Source: an optimization exercise on an open RTL-to-GDS flow (aim: a short achievable clock period and few clock cycles). Production flows keep margins and buffers that such runs may drop. In this exercise RTL edits were held to simulation tests only and were not proved equivalent to the original. Power and IR drop assume default switching activity.

$ cat design/flow/run.sh
#!/bin/bash
# synth_recipe.tcl (not shown) runs the flow's synth.tcl, then flattens the netlist and writes it again
# the make line also repeats each setting of config.mk as NAME=value (left out here)
make -C /OpenROAD-flow-scripts/flow DESIGN_CONFIG=/design/flow/config.mk WORK_HOME=/design/flow/orfs CLKGATE_MAP_FILE= SYNTH_SCRIPT=/design/flow/synth_recipe.tcl finish
$ cat design/flow/config.mk
export PLATFORM = sky130hd
export DESIGN_NAME = z70_core
export DESIGN_NICKNAME = z70_core
export VERILOG_FILES = /design/flow/design.v
export SDC_FILE = /design/flow/constraint.sdc
export NUM_CORES = 4
export LEC_CHECK = 0
export ABC_CLOCK_PERIOD_IN_PS = 3500
export CAP_MARGIN = 20
export CORE_MARGIN = 2
export CORE_UTILIZATION = 40
export SETUP_SLACK_MARGIN = 3
export SLEW_MARGIN = 20
$ cat design/flow/constraint.sdc
create_clock -name core_clock -period 8.5 [get_ports {clk}]
set_input_delay 1.7000 -clock core_clock [delete_from_list [all_inputs] [get_ports {clk}]]
set_output_delay 1.7000 -clock core_clock [all_outputs]
set_load 0.01 [all_outputs]
$ cat design/flow/design.v
module z70_core (
    input  wire       clk,
    input  wire       rst,
    input  wire [8:0] pend,
    output wire [7:0] mem_addr,
    output wire       mem_we,
    output wire [7:0] mem_wdata,
    input  wire [7:0] mem_rdata,
    output wire       halted,
    output wire       faulted,
    output wire [1:0] fault_cause,
    output wire [7:0] fault_pc,
    output wire [8:0] fault_info,
    output wire [7:0] reg_a,
    output wire [7:0] reg_b,
    output wire [7:0] reg_i,
    output wire [8:0] pc,
    output wire [4:0] flags
);
    localparam C_FETCH_PAST_END = 2'd1;
    localparam C_ILLEGAL_OPCODE = 2'd2;
    localparam C_ILLEGAL_MODE   = 2'd3;
    localparam K_A   = 3'd0;
    localparam K_B   = 3'd1;
    localparam K_I   = 3'd2;
    localparam K_IND = 3'd3;
    localparam K_IMM = 3'd4;
    localparam K_DIR = 3'd5;
    localparam T_OP    = 3'd0;   
    localparam T_JCC   = 3'd1;   
    localparam T_HALT  = 3'd2;   
    localparam T_FAULT = 3'd3;   
    localparam T_NOP   = 3'd4;   
    function [255:0] onehot(input [7:0] a);
        onehot = 256'd1 << a;
    endfunction
    function cond(input [2:0] c, input zf, input sf, input cf, input of, input pf);
        case (c)
            3'd1: cond = zf;
            3'd2: cond = sf;
            3'd3: cond = cf;
            3'd4: cond = of;
            default: cond = pf;
        endcase
    endfunction
    reg [8:0] pend_r;
    reg [9:0] pend_m1, pend_m2, pend_m3, pend_m4, pend_m5;    
    reg  [2047:0] mir;
    reg  [255:0]  vld;
    reg [7:0]   ra, rb, ri;
    reg         f_of, f_cf, f_zf, f_pf, f_sf;
    reg         st_halt, st_fault;
    reg       pw_q;             
    reg [7:0] pa_q, pd_q;
    reg       fl_v;             
    reg [7:0] fl_a;
    reg [7:0] qa0, qa1, qd0, qd1;
    reg [1:0] qn;
    reg [7:0] sp;               
    assign mem_addr  = pa_q;
    assign mem_we    = pw_q;
    assign mem_wdata = pd_q;
    reg [8:0]   fpc;
    reg         f_act;
    wire [7:0]   fb0, fb1, f_jt;
    wire [2:0]   f_jc;
    wire         fv0, fv1, fv2, fv3;
    wire         fd_extra, fd_needs_read, fd_mem_is_ind;
    wire         f_end, f_last;
    wire         f_emit, f_stop, f_adv, f_fj, f_jf;
    wire [2:0]   f_t;
    wire [8:0]   f_npc;
    z70_fetch #(.FOLD(1)) u_f (
        .pc(fpc), .mir(mir), .vld(vld),
        .pend_r(pend_r), .pend_m1(pend_m1), .pend_m2(pend_m2), .pend_m3(pend_m3),
        .pend_m4(pend_m4), .pend_m5(pend_m5),
        .emit(f_emit), .t(f_t), .stop(f_stop), .adv(f_adv), .npc(f_npc),
        .b0(fb0), .b1(fb1), .ind(fd_mem_is_ind), .rd(fd_needs_read),
        .v0(fv0), .v1(fv1), .v2(fv2), .v3(fv3), .extra(fd_extra), .endp(f_end), .last(f_last),
        .fj(f_fj), .jf(f_jf), .jc(f_jc), .jt(f_jt)
    );
    reg         r_v;
    reg [2:0]   r_t;
    reg [8:0]   r_pc;
    reg [7:0]   r_b0, r_b1;
    reg         r_ind;          
    reg         r_rd;           
    reg         r_fj;           
    reg         r_jf;           
    reg [2:0]   r_jc;           
    reg [7:0]   r_jt;           
    wire         x_ii, x_di;
    wire [7:0]   r_ri   = x_ii ? ri + 8'd1 : x_di ? ri - 8'd1 : ri;
    wire [7:0]   r_addr = r_ind ? r_ri : r_b1;
    wire [7:0]   r_mb;
    wire         r_mv;
    z70_rd8 u_rr (.d(mir), .a(r_addr), .q(r_mb));
    z70_rd1 u_vr (.d(vld), .a(r_addr), .q(r_mv));
    wire [7:0]   tb0, tb1, t_jt;
    wire [2:0]   t_jc;
    wire         tv0, tv1, tv2, tv3;
    wire         td_extra, td_needs_read, td_mem_is_ind;
    wire         t_end, t_last;
    wire         t_emit, t_stop, t_adv, t_fj, t_jf;
    wire [2:0]   t_t;
    wire [8:0]   t_npc;
    z70_fetch #(.FOLD(0)) u_ft (
        .pc({1'b0, r_jt}), .mir(mir), .vld(vld),
        .pend_r(pend_r), .pend_m1(pend_m1), .pend_m2(pend_m2), .pend_m3(pend_m3),
        .pend_m4(pend_m4), .pend_m5(pend_m5),
        .emit(t_emit), .t(t_t), .stop(t_stop), .adv(t_adv), .npc(t_npc),
        .b0(tb0), .b1(tb1), .ind(td_mem_is_ind), .rd(td_needs_read),
        .v0(tv0), .v1(tv1), .v2(tv2), .v3(tv3), .extra(td_extra), .endp(t_end), .last(t_last),
        .fj(t_fj), .jf(t_jf), .jc(t_jc), .jt(t_jt)
    );
    wire       rd_nop, rd_jump, rd_binary, rd_unary, rd_ill_op, rd_ill_md;
    wire       rd_extra, rd_dst_mem, rd_src_mem, rd_needs_read, rd_mem_is_ind;
    wire [2:0] rd_dkind, rd_skind;
    z70_decode u_dec_r (
        .ins(r_b0), .is_nop(rd_nop), .is_jump(rd_jump), .is_binary(rd_binary),
        .is_unary(rd_unary), .is_ill_op(rd_ill_op), .is_ill_md(rd_ill_md),
        .dkind(rd_dkind), .skind(rd_skind), .has_extra(rd_extra), .dst_mem(rd_dst_mem),
        .src_mem(rd_src_mem), .needs_read(rd_needs_read), .mem_is_ind(rd_mem_is_ind)
    );
    wire [3:0] r_op = r_b0[7:4];
    wire r_isop = r_v && (r_t == T_OP);
    wire r_cmp  = (r_op == 4'h3);
    wire r_mov  = (r_op == 4'h6);
    wire r_not  = (r_op == 4'h9);
    wire r_wen  = !r_cmp;
    wire [3:0] r_dsel = {rd_dst_mem, rd_dkind == K_I, rd_dkind == K_B, rd_dkind == K_A};
    wire [4:0] r_ssel = {rd_src_mem, rd_skind == K_IMM, rd_skind == K_I, rd_skind == K_B, rd_skind == K_A};
    wire r_arith = (r_op == 4'h1) || (r_op == 4'h2) || (r_op == 4'h3) || (r_op == 4'h7) || (r_op == 4'h8);
    wire [6:0] r_rsel = {r_op == 4'hB, r_op == 4'hA, r_not, r_mov, r_op == 4'h5, r_op == 4'h4, r_arith};
    reg       x_v;
    reg [2:0] x_t;
    reg [8:0] x_pc;
    reg [7:0] x_b0, x_b1;
    reg [7:0] x_mv;             
    reg [7:0] x_addr;           
    reg [3:0] x_dsel;
    reg [4:0] x_ssel;
    reg [6:0] x_rsel;
    reg       x_sub;            
    reg       x_inc, x_dec;
    reg       x_add;
    reg       x_wa, x_wb, x_wi, x_st, x_fw, x_logic;
    reg       x_fj, x_jf;
    reg [2:0] x_jc;
    reg [7:0] x_jt;
    reg       xt_v, xt_stop;    
    reg [2:0] xt_t;
    reg [8:0] xt_npc;
    reg [7:0] xt_b0, xt_b1;
    reg       xt_ind, xt_rd;
    reg       p_v;
    reg [2:0] p_jc;
    reg [7:0] p_jt;
    reg       pt_v, pt_stop;    
    reg [2:0] pt_t;
    reg [8:0] pt_npc;
    reg [7:0] pt_b0, pt_b1;
    reg       pt_ind, pt_rd;
    wire squash = p_v && cond(p_jc, f_zf, f_sf, f_cf, f_of, f_pf);
    wire x_live = x_v && !squash;
    wire       is_ill_op_x, is_ill_md_x;
    wire       xd_nop, xd_jump, xd_binary, xd_unary, xd_extra, xd_dst_mem, xd_src_mem;
    wire       xd_needs_read, xd_mem_is_ind;
    wire [2:0] xd_dkind, xd_skind;
    z70_decode u_dec_x (
        .ins(x_b0), .is_nop(xd_nop), .is_jump(xd_jump), .is_binary(xd_binary),
        .is_unary(xd_unary), .is_ill_op(is_ill_op_x), .is_ill_md(is_ill_md_x),
        .dkind(xd_dkind), .skind(xd_skind), .has_extra(xd_extra), .dst_mem(xd_dst_mem),
        .src_mem(xd_src_mem), .needs_read(xd_needs_read), .mem_is_ind(xd_mem_is_ind)
    );
    wire x_op   = x_live && (x_t == T_OP);
    assign x_ii = x_op && x_wi && x_inc;
    assign x_di = x_op && x_wi && x_dec;
    wire x_term = x_live && (x_t == T_HALT || x_t == T_FAULT);
    wire [7:0] dval = ({8{x_dsel[0]}} & ra) | ({8{x_dsel[1]}} & rb) |
                      ({8{x_dsel[2]}} & ri) | ({8{x_dsel[3]}} & x_mv);
    wire [7:0] sval = ({8{x_ssel[0]}} & ra) | ({8{x_ssel[1]}} & rb) |
                      ({8{x_ssel[2]}} & ri) | ({8{x_ssel[3]}} & x_b1) |
                      ({8{x_ssel[4]}} & x_mv);
    wire [7:0] bop = x_sub ? ~sval : x_inc ? 8'h00 : x_dec ? 8'hFF : sval;
    wire       cin = x_sub || x_inc;
    wire [8:0] sum;
    z70_add8 u_add (.a(dval), .b(bop), .ci(cin), .s(sum));
    wire [7:0] res = ({8{x_rsel[0]}} & sum[7:0]) |
                     ({8{x_rsel[1]}} & (dval & sval)) |
                     ({8{x_rsel[2]}} & (dval | sval)) |
                     ({8{x_rsel[3]}} & sval) |
                     ({8{x_rsel[4]}} & ~dval) |
                     ({8{x_rsel[5]}} & {1'b0, dval[7:1]}) |
                     ({8{x_rsel[6]}} & {dval[6:0], 1'b0});
    wire carry = x_add ? sum[8] : x_sub ? !sum[8] : x_rsel[5] ? dval[0] :
                 x_rsel[6] ? dval[7] : f_cf;
    wire ovf   = x_rsel[0] ? ((dval[7] == bop[7]) && (sum[7] != dval[7])) :
                 x_rsel[5] ? dval[7] : (dval[7] ^ dval[6]);
    wire       st_en = x_op && x_st;                
    wire [7:0] st_a  = x_addr;
    wire [7:0] st_d  = res;
    wire       x_wr_i = x_op && x_wi;
    wire x_fwe = x_op && x_fw;
    wire n_zf = x_fwe ? (res == 8'h00) : f_zf;
    wire n_sf = x_fwe ? res[7] : f_sf;
    wire n_pf = x_fwe ? ~^res : f_pf;
    wire n_cf = x_fwe ? (!x_logic && carry) : f_cf;
    wire n_of = x_fwe ? (!x_logic && ovf) : f_of;
    wire jmp_redir = x_live && (x_t == T_JCC) && cond(x_jc, f_zf, f_sf, f_cf, f_of, f_pf);
    wire r_res = r_v && (r_t == T_JCC) && !(x_op && x_fw);
    wire r_tk  = cond(r_jc, f_zf, f_sf, f_cf, f_of, f_pf);
    wire [7:0] st_r0 = st_a - r_pc[7:0];
    wire [7:0] st_f0 = st_a - fpc[7:0];
    wire [7:0] st_x0 = st_a - x_pc[7:0];
    wire smc_r = r_v && (st_r0[7:3] == 5'd0);
    wire smc_f = f_act && (st_f0[7:3] == 5'd0);
    wire smc_x = (x_fj || x_jf) && (st_x0[7:3] == 5'd0);
    wire [8:0] x_hn = x_pc + (xd_extra ? 9'd2 : 9'd1);
    wire smc   = st_en && (smc_r || smc_f || smc_x);
    wire redir = squash || jmp_redir || smc;
    wire r_redir = r_res && r_tk && !redir;
    wire [7:0] st_t0 = st_a - r_jt;
    wire t_ok = t_emit && !(st_en && (st_t0[7:2] == 6'd0));
    wire [7:0] st_xt = st_a - x_jt;
    wire xt_hit = st_en && (st_xt[7:2] == 6'd0);
    wire         use_pt = squash && pt_v;
    wire         use_xt = !squash && jmp_redir && xt_v;
    wire [8:0]   redir_pc = squash ? (pt_v ? pt_npc : {1'b0, p_jt}) :
                            jmp_redir ? (xt_v ? xt_npc : {1'b0, x_jt}) :
                            smc_x ? x_hn : r_v ? r_pc : fpc;
    wire         redir_act = squash ? !(pt_v && pt_stop) : jmp_redir ? !(xt_v && xt_stop) : 1'b1;
    wire r_need  = r_isop && r_rd;
    wire r_fwd   = st_en && (st_a == r_addr);
    wire r_ihaz  = r_isop && r_ind && x_wr_i && !x_ii && !x_di;
    wire r_stall = r_ihaz || (r_need && !r_fwd && !r_mv);
    wire [7:0] r_opnd = r_fwd ? st_d : r_mb;
    wire f_stall = r_stall;         
    wire [7:0] pf_1 = fpc[7:0] + 8'd1;
    wire [7:0] pf0  = fpc[7:0] + 8'd2;
    wire [7:0] pf1  = fpc[7:0] + 8'd3;
    wire [7:0] pf2  = ri + 8'd1;
    wire [7:0] pf3  = sp;
    wire [7:0] pf4  = sp + 8'd1;
    wire pv2, pv3, pv4;
    z70_rd1 u_vp2 (.d(vld), .a(pf2), .q(pv2));
    z70_rd1 u_vp3 (.d(vld), .a(pf3), .q(pv3));
    z70_rd1 u_vp4 (.d(vld), .a(pf4), .q(pv4));
    function inflight(input [7:0] a, input pw, input [7:0] pa, input fv, input [7:0] fa);
        inflight = (!pw && pa == a) || (fv && fa == a);
    endfunction
    reg       dem_v;
    reg [7:0] dem_a;
    always @(*) begin
        dem_v = 1'b0;
        dem_a = r_addr;
        if (r_need && !r_mv && !r_fwd && !inflight(r_addr, pw_q, pa_q, fl_v, fl_a)) begin
            dem_v = 1'b1; dem_a = r_addr;
        end else if (f_act && !f_end && !fv0 && !inflight(fpc[7:0], pw_q, pa_q, fl_v, fl_a)) begin
            dem_v = 1'b1; dem_a = fpc[7:0];
        end else if (f_act && !f_end && fv0 && fd_extra && !f_last && !fv1 &&
                     !inflight(pf_1, pw_q, pa_q, fl_v, fl_a)) begin
            dem_v = 1'b1; dem_a = pf_1;
        end
    end
    reg       pfv;
    reg [7:0] pfa;
    reg [7:0] sp_n;
    reg       s0ok, s1ok;
    always @(*) begin
        pfv  = 1'b1;
        pfa  = pf0;
        s0ok = pv3 || inflight(pf3, pw_q, pa_q, fl_v, fl_a);
        s1ok = pv4 || inflight(pf4, pw_q, pa_q, fl_v, fl_a);
        sp_n = sp;
        if (!fv2 && !inflight(pf0, pw_q, pa_q, fl_v, fl_a)) pfa = pf0;
        else if (!fv3 && !inflight(pf1, pw_q, pa_q, fl_v, fl_a)) pfa = pf1;
        else if (!pv2 && !inflight(pf2, pw_q, pa_q, fl_v, fl_a)) pfa = pf2;
        else if (!s0ok) begin pfa = pf3; s0ok = 1'b1; end
        else if (!s1ok) begin pfa = pf4; s1ok = 1'b1; end
        else pfv = 1'b0;
        if (s0ok) sp_n = s1ok ? sp + 8'd2 : sp + 8'd1;
    end
    wire do_w = (qn != 2'd0);
    assign reg_a   = ra;
    assign reg_b   = rb;
    assign reg_i   = ri;
    assign pc      = x_pc;
    assign flags   = {f_of, f_cf, f_zf, f_pf, f_sf};
    assign halted  = st_halt;
    assign faulted = st_fault;
    wire   [8:0] x_pc1 = x_pc + 9'd1;
    assign fault_cause = is_ill_op_x ? C_ILLEGAL_OPCODE : is_ill_md_x ? C_ILLEGAL_MODE : C_FETCH_PAST_END;
    assign fault_pc    = x_pc[7:0];
    assign fault_info  = (is_ill_op_x || is_ill_md_x) ? {1'b0, x_b0} : x_pc1;
    wire [255:0] st_oh = onehot(st_a);
    wire [255:0] fl_oh = onehot(fl_a);
    integer k;
    always @(posedge clk) begin
        for (k = 0; k < 256; k = k + 1) begin
            if (st_en && st_oh[k])
                mir[k*8 +: 8] <= st_d;
            else if (fl_v && fl_oh[k] && !vld[k])
                mir[k*8 +: 8] <= mem_rdata;
        end
    end
    always @(posedge clk) begin
        if (rst) begin
            vld <= 256'd0;
        end else begin
            for (k = 0; k < 256; k = k + 1) begin
                if ((st_en && st_oh[k]) || (fl_v && fl_oh[k]))
                    vld[k] <= 1'b1;
            end
        end
    end
    always @(posedge clk) begin
        if (rst) begin
            pend_r   <= pend;
            pend_m1  <= {1'b0, pend} - 10'd1;
            pend_m2  <= {1'b0, pend} - 10'd2;
            pend_m3  <= {1'b0, pend} - 10'd3;
            pend_m4  <= {1'b0, pend} - 10'd4;
            pend_m5  <= {1'b0, pend} - 10'd5;
            ra       <= 8'h00;
            rb       <= 8'h00;
            ri       <= 8'h00;
            f_of     <= 1'b0;
            f_cf     <= 1'b0;
            f_zf     <= 1'b0;
            f_pf     <= 1'b0;
            f_sf     <= 1'b0;
            st_halt  <= 1'b0;
            st_fault <= 1'b0;
            pw_q     <= 1'b0;
            pa_q     <= 8'h00;
            pd_q     <= 8'h00;
            fl_v     <= 1'b0;
            fl_a     <= 8'h00;
            qa0      <= 8'h00;
            qa1      <= 8'h00;
            qd0      <= 8'h00;
            qd1      <= 8'h00;
            qn       <= 2'd0;
            sp       <= 8'h00;
            fpc      <= 9'd0;
            f_act    <= 1'b1;
            r_v      <= 1'b0;
            r_t      <= T_OP;
            r_pc     <= 9'd0;
            r_b0     <= 8'h00;
            r_b1     <= 8'h00;
            r_ind    <= 1'b0;
            r_rd     <= 1'b0;
            r_fj     <= 1'b0;
            r_jf     <= 1'b0;
            r_jc     <= 3'd0;
            r_jt     <= 8'h00;
            x_v      <= 1'b0;
            x_t      <= T_OP;
            x_pc     <= 9'd0;
            x_b0     <= 8'h00;
            x_b1     <= 8'h00;
            x_mv     <= 8'h00;
            x_addr   <= 8'h00;
            x_dsel   <= 4'd0;
            x_ssel   <= 5'd0;
            x_rsel   <= 7'd0;
            x_sub    <= 1'b0;
            x_inc    <= 1'b0;
            x_dec    <= 1'b0;
            x_add    <= 1'b0;
            x_wa     <= 1'b0;
            x_wb     <= 1'b0;
            x_wi     <= 1'b0;
            x_st     <= 1'b0;
            x_fw     <= 1'b0;
            x_logic  <= 1'b0;
            x_fj     <= 1'b0;
            x_jf     <= 1'b0;
            x_jc     <= 3'd0;
            x_jt     <= 8'h00;
            xt_v     <= 1'b0;
            xt_stop  <= 1'b0;
            xt_t     <= T_OP;
            xt_npc   <= 9'd0;
            xt_b0    <= 8'h00;
            xt_b1    <= 8'h00;
            xt_ind   <= 1'b0;
            xt_rd    <= 1'b0;
            p_v      <= 1'b0;
            p_jc     <= 3'd0;
            p_jt     <= 8'h00;
            pt_v     <= 1'b0;
            pt_stop  <= 1'b0;
            pt_t     <= T_OP;
            pt_npc   <= 9'd0;
            pt_b0    <= 8'h00;
            pt_b1    <= 8'h00;
            pt_ind   <= 1'b0;
            pt_rd    <= 1'b0;
        end else begin
            if (x_op) begin
                if (x_wa) ra <= res;
                if (x_wb) rb <= res;
                if (x_wi) begin
                    ri    <= res;
                end
            end
            f_zf <= n_zf;
            f_sf <= n_sf;
            f_pf <= n_pf;
            f_cf <= n_cf;
            f_of <= n_of;
            if (x_term && qn == 2'd0) begin
                if (x_t == T_HALT) st_halt  <= 1'b1;
                else               st_fault <= 1'b1;
            end
            p_v     <= x_live && x_jf && !(st_en && smc_x);
            p_jc    <= x_jc;
            p_jt    <= x_jt;
            pt_v    <= xt_v && !xt_hit;
            pt_stop <= xt_stop;
            pt_t    <= xt_t;
            pt_npc  <= xt_npc;
            pt_b0   <= xt_b0;
            pt_b1   <= xt_b1;
            pt_ind  <= xt_ind;
            pt_rd   <= xt_rd;
            if (!x_term) begin
                if (redir || r_stall || !r_v) begin
                    x_v <= 1'b0;
                end else begin
                    x_v     <= 1'b1;
                    x_t     <= r_res ? T_NOP : r_t;
                    x_pc    <= r_pc;
                    x_b0    <= r_b0;
                    x_b1    <= r_b1;
                    x_mv    <= r_opnd;
                    x_addr  <= r_addr;
                    x_dsel  <= r_dsel;
                    x_ssel  <= r_ssel;
                    x_rsel  <= r_rsel;
                    x_sub   <= (r_op == 4'h2) || r_cmp;
                    x_inc   <= (r_op == 4'h7);
                    x_dec   <= (r_op == 4'h8);
                    x_add   <= (r_op == 4'h1);
                    x_wa    <= r_wen && !rd_dst_mem && (rd_dkind == K_A);
                    x_wb    <= r_wen && !rd_dst_mem && (rd_dkind == K_B);
                    x_wi    <= r_wen && !rd_dst_mem && (rd_dkind == K_I);
                    x_st    <= r_wen && rd_dst_mem;
                    x_fw    <= !r_mov && !r_not;
                    x_logic <= (r_op == 4'h4) || (r_op == 4'h5);
                    x_fj    <= r_fj;
                    x_jf    <= r_jf;
                    x_jc    <= r_jc;
                    x_jt    <= r_jt;
                    xt_v    <= r_v && ((r_t == T_JCC && !r_res) || r_jf) && t_ok;
                    xt_stop <= t_stop;
                    xt_t    <= t_t;
                    xt_npc  <= t_npc;
                    xt_b0   <= tb0;
                    xt_b1   <= tb1;
                    xt_ind  <= td_mem_is_ind;
                    xt_rd   <= td_needs_read;
                end
            end
            if (use_pt) begin
                r_v    <= 1'b1;
                r_t    <= pt_t;
                r_pc   <= {1'b0, p_jt};
                r_b0   <= pt_b0;
                r_b1   <= pt_b1;
                r_ind  <= pt_ind;
                r_rd   <= pt_rd;
                r_fj   <= 1'b0;
                r_jf   <= 1'b0;
                r_jc   <= pt_b0[2:0];
                r_jt   <= pt_b1;
            end else if (use_xt) begin
                r_v    <= 1'b1;
                r_t    <= xt_t;
                r_pc   <= {1'b0, x_jt};
                r_b0   <= xt_b0;
                r_b1   <= xt_b1;
                r_ind  <= xt_ind;
                r_rd   <= xt_rd;
                r_fj   <= 1'b0;
                r_jf   <= 1'b0;
                r_jc   <= xt_b0[2:0];
                r_jt   <= xt_b1;
            end else if (redir) begin
                r_v <= 1'b0;
            end else if (r_redir && t_ok) begin
                r_v    <= 1'b1;
                r_t    <= t_t;
                r_pc   <= {1'b0, r_jt};
                r_b0   <= tb0;
                r_b1   <= tb1;
                r_ind  <= td_mem_is_ind;
                r_rd   <= td_needs_read;
                r_fj   <= 1'b0;
                r_jf   <= 1'b0;
                r_jc   <= t_jc;
                r_jt   <= t_jt;
            end else if (r_redir) begin
                r_v <= 1'b0;
            end else if (!r_stall) begin
                r_v    <= f_act && f_emit;
                r_t    <= f_t;
                r_pc   <= fpc;
                r_b0   <= fb0;
                r_b1   <= fb1;
                r_ind  <= fd_mem_is_ind;
                r_rd   <= fd_needs_read;
                r_fj   <= f_fj;
                r_jf   <= f_jf;
                r_jc   <= f_jc;
                r_jt   <= f_jt;
            end
            if (redir) begin
                fpc   <= redir_pc;
                f_act <= redir_act;
            end else if (r_redir && t_ok) begin
                fpc   <= t_npc;
                f_act <= !t_stop;
            end else if (r_redir) begin
                fpc   <= {1'b0, r_jt};
                f_act <= 1'b1;
            end else if (f_act && !f_stall) begin
                if (f_stop) f_act <= 1'b0;
                if (f_adv) begin
                    fpc <= f_npc;
                end
            end
            fl_v <= !pw_q;
            fl_a <= pa_q;
            if (do_w) begin
                pw_q <= 1'b1;
                pa_q <= qa0;
                pd_q <= qd0;
                if (qn == 2'd2) begin
                    qa0 <= qa1; qd0 <= qd1;
                    qa1 <= st_a; qd1 <= st_d;
                    qn  <= st_en ? 2'd2 : 2'd1;
                end else begin
                    qa0 <= st_a; qd0 <= st_d;
                    qn  <= st_en ? 2'd1 : 2'd0;
                end
            end else begin
                pw_q <= 1'b0;
                pa_q <= dem_v ? dem_a : pfa;
                qa0  <= st_a; qd0 <= st_d;
                qn   <= st_en ? 2'd1 : 2'd0;
            end
            if (!do_w && !dem_v) sp <= sp_n;
            else if (pv3 && pv4) sp <= sp + 8'd2;
        end
    end
endmodule
module z70_rd1 (
    input  wire [255:0] d,
    input  wire [7:0]   a,
    output wire         q
);
    assign q = d[a];
endmodule
module z70_decode (
    input  wire [7:0] ins,
    output wire       is_nop,
    output wire       is_jump,
    output wire       is_binary,
    output wire       is_unary,
    output wire       is_ill_op,
    output wire       is_ill_md,
    output reg  [2:0] dkind,
    output reg  [2:0] skind,
    output wire       has_extra,
    output wire       dst_mem,
    output wire       src_mem,
    output wire       needs_read,
    output wire       mem_is_ind
);
    localparam K_A   = 3'd0;
    localparam K_B   = 3'd1;
    localparam K_I   = 3'd2;
    localparam K_IND = 3'd3;
    localparam K_IMM = 3'd4;
    localparam K_DIR = 3'd5;
    wire [3:0] op   = ins[7:4];
    wire [3:0] mode = ins[3:0];
    assign is_nop    = (ins == 8'hFF);
    assign is_jump   = (op == 4'hF) && (mode <= 4'd5);
    assign is_binary = (op >= 4'h1) && (op <= 4'h6);
    wire   is_unop   = (op >= 4'h7) && (op <= 4'hB);
    assign is_unary  = is_unop && (mode <= 4'd3);
    assign is_ill_md = is_unop && (mode > 4'd3);
    assign is_ill_op = !is_nop && !is_jump && !is_binary && !is_unop;
    always @(*) begin
        dkind = K_A;
        skind = K_A;
        if (is_binary) begin
            case (mode)
                4'h0: begin dkind = K_A;   skind = K_B;   end
                4'h1: begin dkind = K_A;   skind = K_I;   end
                4'h2: begin dkind = K_A;   skind = K_IND; end
                4'h3: begin dkind = K_A;   skind = K_IMM; end
                4'h4: begin dkind = K_A;   skind = K_DIR; end
                4'h5: begin dkind = K_B;   skind = K_A;   end
                4'h6: begin dkind = K_B;   skind = K_I;   end
                4'h7: begin dkind = K_B;   skind = K_IND; end
                4'h8: begin dkind = K_B;   skind = K_IMM; end
                4'h9: begin dkind = K_B;   skind = K_DIR; end
                4'hA: begin dkind = K_I;   skind = K_A;   end
                4'hB: begin dkind = K_I;   skind = K_B;   end
                4'hC: begin dkind = K_I;   skind = K_IMM; end
                4'hD: begin dkind = K_IND; skind = K_A;   end
                4'hE: begin dkind = K_IND; skind = K_B;   end
                default: begin dkind = K_DIR; skind = K_A; end
            endcase
        end else begin
            case (mode[1:0])
                2'd0: dkind = K_A;
                2'd1: dkind = K_B;
                2'd2: dkind = K_I;
                default: dkind = K_IND;
            endcase
        end
    end
    wire   is_mov     = (op == 4'h6);
    assign has_extra  = is_jump || (is_binary && (skind == K_IMM || skind == K_DIR || dkind == K_DIR));
    assign dst_mem    = (dkind == K_IND) || (dkind == K_DIR);
    assign src_mem    = is_binary && ((skind == K_IND) || (skind == K_DIR));
    assign needs_read = src_mem || (dst_mem && !is_mov);
    assign mem_is_ind = (dkind == K_IND) || (is_binary && skind == K_IND);
endmodule
module z70_add8 (
    input  wire [7:0] a,
    input  wire [7:0] b,
    input  wire       ci,
    output wire [8:0] s
);
    wire [7:0] p = a ^ b;
    wire [7:0] g0 = {a[7:1] & b[7:1], (a[0] & b[0]) | (p[0] & ci)};
    wire [7:0] p0 = p;
    wire [7:0] g1 = {g0[7:1] | (p0[7:1] & g0[6:0]), g0[0]};
    wire [7:0] p1 = {p0[7:1] & p0[6:0], p0[0]};
    wire [7:0] g2 = {g1[7:2] | (p1[7:2] & g1[5:0]), g1[1:0]};
    wire [7:0] p2 = {p1[7:2] & p1[5:0], p1[1:0]};
    wire [7:0] g3 = {g2[7:4] | (p2[7:4] & g2[3:0]), g2[3:0]};
    wire [7:0] c = {g3[6:0], ci};
    assign s = {g3[7], p ^ c};
endmodule
module z70_fetch #(parameter integer FOLD = 1) (
    input  wire [8:0]    pc,
    input  wire [2047:0] mir,
    input  wire [255:0]  vld,
    input  wire [8:0]    pend_r,
    input  wire [9:0]    pend_m1,
    input  wire [9:0]    pend_m2,
    input  wire [9:0]    pend_m3,
    input  wire [9:0]    pend_m4,
    input  wire [9:0]    pend_m5,
    output reg           emit,      
    output reg  [2:0]    t,
    output reg           stop,      
    output reg           adv,       
    output wire [8:0]    npc,
    output wire [7:0]    b0,
    output wire [7:0]    b1,
    output wire          ind,
    output wire          rd,
    output wire          v0,
    output wire          v1,
    output wire          v2,
    output wire          v3,
    output wire          extra,
    output wire          endp,
    output wire          last,
    output reg           fj,        
    output reg           jf,        
    output wire [2:0]    jc,        
    output wire [7:0]    jt         
);
    localparam T_OP    = 3'd0;
    localparam T_JCC   = 3'd1;
    localparam T_HALT  = 3'd2;
    localparam T_FAULT = 3'd3;
    localparam T_NOP   = 3'd4;
    wire [36*64-1:0] wv;
    genvar gi;
    generate
        for (gi = 0; gi < 64; gi = gi + 1) begin : g_w
            assign wv[gi*36 +: 36] = {vld[gi*4 +: 4], mir[gi*32 +: 32]};
        end
    endgenerate
    wire [35:0] w0, w1;
    z70_mux #(.W(36), .N(6), .ROT(0)) u_w0 (.d(wv), .a(pc[7:2]), .q(w0));
    z70_mux #(.W(36), .N(6), .ROT(1)) u_w1 (.d(wv), .a(pc[7:2]), .q(w1));
    wire [63:0] win  = {w1[31:0], w0[31:0]} >> {pc[1:0], 3'b000};
    wire [7:0]  winv = {w1[35:32], w0[35:32]} >> pc[1:0];
    wire [7:0] b2, b3, b4, b5;
    wire       v4, v5;
    assign b0 = win[7:0];
    assign b1 = win[15:8];
    assign v0 = winv[0];
    assign v1 = winv[1];
    generate
        if (FOLD != 0) begin : g_fold
            assign b2 = win[23:16];
            assign b3 = win[31:24];
            assign b4 = win[39:32];
            assign b5 = win[47:40];
            assign v2 = winv[2];
            assign v3 = winv[3];
            assign v4 = winv[4];
            assign v5 = winv[5];
        end else begin : g_nofold
            assign b2 = 8'h00;
            assign b3 = 8'h00;
            assign b4 = 8'h00;
            assign b5 = 8'h00;
            assign v2 = 1'b0;
            assign v3 = 1'b0;
            assign v4 = 1'b0;
            assign v5 = 1'b0;
        end
    endgenerate
    wire       d_nop, d_jump, d_binary, d_unary, d_ill_op, d_ill_md;
    wire       d_dst_mem, d_src_mem;
    wire [2:0] d_dkind, d_skind;
    z70_decode u_dec (
        .ins(b0), .is_nop(d_nop), .is_jump(d_jump), .is_binary(d_binary),
        .is_unary(d_unary), .is_ill_op(d_ill_op), .is_ill_md(d_ill_md),
        .dkind(d_dkind), .skind(d_skind), .has_extra(extra), .dst_mem(d_dst_mem),
        .src_mem(d_src_mem), .needs_read(rd), .mem_is_ind(ind)
    );
    wire [9:0] pc_s = {1'b0, pc};
    assign endp = (pc >= pend_r);
    assign last = (pc_s == pend_m1);                   
    wire   in2  = !pend_m2[9] && (pc_s < pend_m2);     
    wire   in3  = !pend_m3[9] && (pc_s < pend_m3);     
    wire   in4  = !pend_m4[9] && (pc_s < pend_m4);     
    wire   in5  = !pend_m5[9] && (pc_s < pend_m5);     
    wire [7:0] c0  = extra ? b2 : b1;
    wire [7:0] c1  = extra ? b3 : b2;
    wire       cok = extra ? (v2 && v3 && in3) : (v1 && v2 && in2);
    wire [7:0] d0  = extra ? b4 : b3;
    wire [7:0] d1  = extra ? b5 : b4;
    wire       dok = extra ? (v4 && v5 && in5) : (v3 && v4 && in4);
    wire c_jcc = (c0[7:4] == 4'hF) && (c0[3:0] >= 4'd1) && (c0[3:0] <= 4'd5);
    wire c_jmp = (c0 == 8'hF0);
    wire d_jmp = (d0 == 8'hF0);
    wire jj = v2 && v3 && in3 && (b2 == 8'hF0);
    reg  [2:0] nk;              
    reg  [7:0] tgt;
    always @(*) begin
        emit = 1'b0;
        t    = T_OP;
        stop = 1'b0;
        adv  = 1'b0;
        nk   = 3'd1;
        tgt  = b1;
        fj   = 1'b0;
        jf   = 1'b0;
        if (endp) begin
            emit = 1'b1; t = T_HALT; stop = 1'b1;
        end else if (v0) begin
            if (d_ill_op || d_ill_md) begin
                emit = 1'b1; t = T_FAULT; stop = 1'b1;
            end else if (extra && last) begin
                emit = 1'b1; t = T_FAULT; stop = 1'b1;
            end else if (!extra || v1) begin
                adv  = 1'b1;
                emit = 1'b1;
                if (b0 == 8'hF0) begin
                    t   = T_NOP;
                    nk  = 3'd0;
                    tgt = b1;
                end else if (d_jump) begin
                    t = T_JCC;
                    if (FOLD != 0 && jj) begin
                        nk  = 3'd0;
                        tgt = b3;
                        fj  = 1'b1;
                    end else begin
                        nk  = 3'd2;
                    end
                end else begin
                    t = d_nop ? T_NOP : T_OP;
                    if (FOLD != 0 && cok && c_jcc) begin
                        jf = 1'b1;
                        if (dok && d_jmp) begin
                            nk  = 3'd0;
                            tgt = d1;
                            fj  = 1'b1;
                        end else begin
                            nk  = extra ? 3'd4 : 3'd3;
                        end
                    end else if (FOLD != 0 && cok && c_jmp) begin
                        nk  = 3'd0;
                        tgt = c1;
                        fj  = 1'b1;
                    end else begin
                        nk  = extra ? 3'd2 : 3'd1;
                    end
                end
            end
        end
    end
    assign jc = jf ? c0[2:0] : b0[2:0];
    assign jt = jf ? c1 : b1;
    assign npc = (nk == 3'd0) ? {1'b0, tgt} : pc + {6'd0, nk};
endmodule
module z70_mux #(parameter integer W = 8, parameter integer N = 8, parameter integer ROT = 0) (
    input  wire [(1<<N)*W-1:0] d,
    input  wire [N-1:0]        a,
    output wire [W-1:0]        q
);
    localparam integer E = 1 << N;
    wire [(2*E-1)*W-1:0] n;
    genvar i;
    generate
        for (i = 0; i < E; i = i + 1) begin : g_leaf
            assign n[(E - 1 + i)*W +: W] = d[((i + ROT) % E)*W +: W];
        end
        for (i = 0; i < E - 1; i = i + 1) begin : g_node
            localparam integer DEP = (i < 1) ? 0 : (i < 3) ? 1 : (i < 7) ? 2 : (i < 15) ? 3 :
                                     (i < 31) ? 4 : (i < 63) ? 5 : (i < 127) ? 6 : 7;
            assign n[i*W +: W] = a[N - 1 - DEP] ? n[(2*i + 2)*W +: W] : n[(2*i + 1)*W +: W];
        end
    endgenerate
    assign q = n[W-1:0];
endmodule
module z70_rd8 (
    input  wire [2047:0] d,
    input  wire [7:0]    a,
    output wire [7:0]    q
);
    z70_mux #(.W(8), .N(8), .ROT(0)) u_m (.d(d), .a(a), .q(q));
endmodule
==> flow_metrics.tcl <==
set metrics [dict create \
    synth_ff_type "edfxtp_1" \
    cts-htree-levels 5 \
    grt_max_degree 133 \
    io_pins 95 \
    yosys_register_bits 2681 \
    error "[ERROR GRT-0116] Global routing finished with congestion. Check the congestion regions in the DRC Viewer." \
    synth_top_area_frac 0.299 \
    clockBufferDepth 4 \
    cts_hold_buf 0 \
    die-width_um 730 \
    dp_hpwl_mm 1440 \
    start_util 0.402 \
    yosys_warnings 4 \
    grt_pass1_wl_mm 2560 \
    syn_area_um2 211000 \
    pre_cts_ws_ns 0.437 \
    first_global_vias 232000 \
    overflow 17 \
    yosys-top-cells-count "5383 x nand2_1, 2553 x o21ai_0, 2101 x edfxtp_1" \
    gp_congestion 1.27 \
    netlist_instances 22100 \
    dieHeight_um 730 \
    yosysUniqueCellTypes 123 \
    synth.most_common_cell "nand2_1" \
    synth-edff-count 2101 \
    async_reset_ff_frac 0 \
    cts_root_buf "clkbuf_16" \
    rows 266 \
    yosysSeqAreaShare 0.354 \
    track_usage 0.741 \
    status "stopped before the end" \
    avgSynthCellArea_um2 9.57 \
    haltStage "global routing" \
    cts-buffers-inserted 326 \
    yosysTopAreaCell "edfxtp_1" \
    synth_area_leaders "edfxtp_1 30%, mux4_2 19%, nand2_1 9.6%, o21ai_0 6.1%, dfxtp_1 5.5%" \
    io_buffer_count 94 \
    syn_nets 22200 \
    clock-sinks 2681 \
]
timing repair:
action,in CTS
pin swaps,187
gates cloned,65
setup buffers,307
endpoints found under the hold margin,0
resized for setup,786
endpoints found under the setup margin,429
stage by stage:
stage	std cells	total power, W	hold slack [ns]	instance area (um^2)	util
after floorplan	22100	0.0361	0.422	212000	-
after global placement	28600	0.0615	0.433	228000	0.434
after detailed placement	28600	0.0614	0.432	228000	0.435
after CTS	29600	0.0807	0.442	248000	0.473
cells by family after synthesis:
family,after synthesis,share of synthesized area
fa+ha+maj,141,0.00853
simple gates,7873,0.159
compound gates,5642,0.166
xor+xnor,237,0.0101
buf+inv,2609,0.0576
mux,2868,0.245
flops,2681,0.354
power by group through the flow:
stage | Combinational (W) | Clock (W) | Sequential (W)
floorplan | 0.0213 | 0 | 0.0148
global placement | 0.0459 | 0 | 0.0156
detailed placement | 0.0459 | 0 | 0.0156
CTS | 0.0506 | 0.0151 | 0.0150
worst min-delay path by stage:
stage          startpoint  cells past startpoint  endpoint
3_5_place_dp       qd0[0]                      2   pd_q[0]
2_1_floorplan      qd0[0]                      2   pd_q[0]
4_1_cts            qd0[0]                      2   pd_q[0]
3_3_place_gp       qd0[0]                      2   pd_q[0]
metal layers:
metal,track usage,GRT overflow
met5,0.307,0
met1,0.753,0
met4,0.733,9
met2,0.883,7
met3,0.597,1
Testbench counts, summed over its fixed seeds: cycles 43,910.
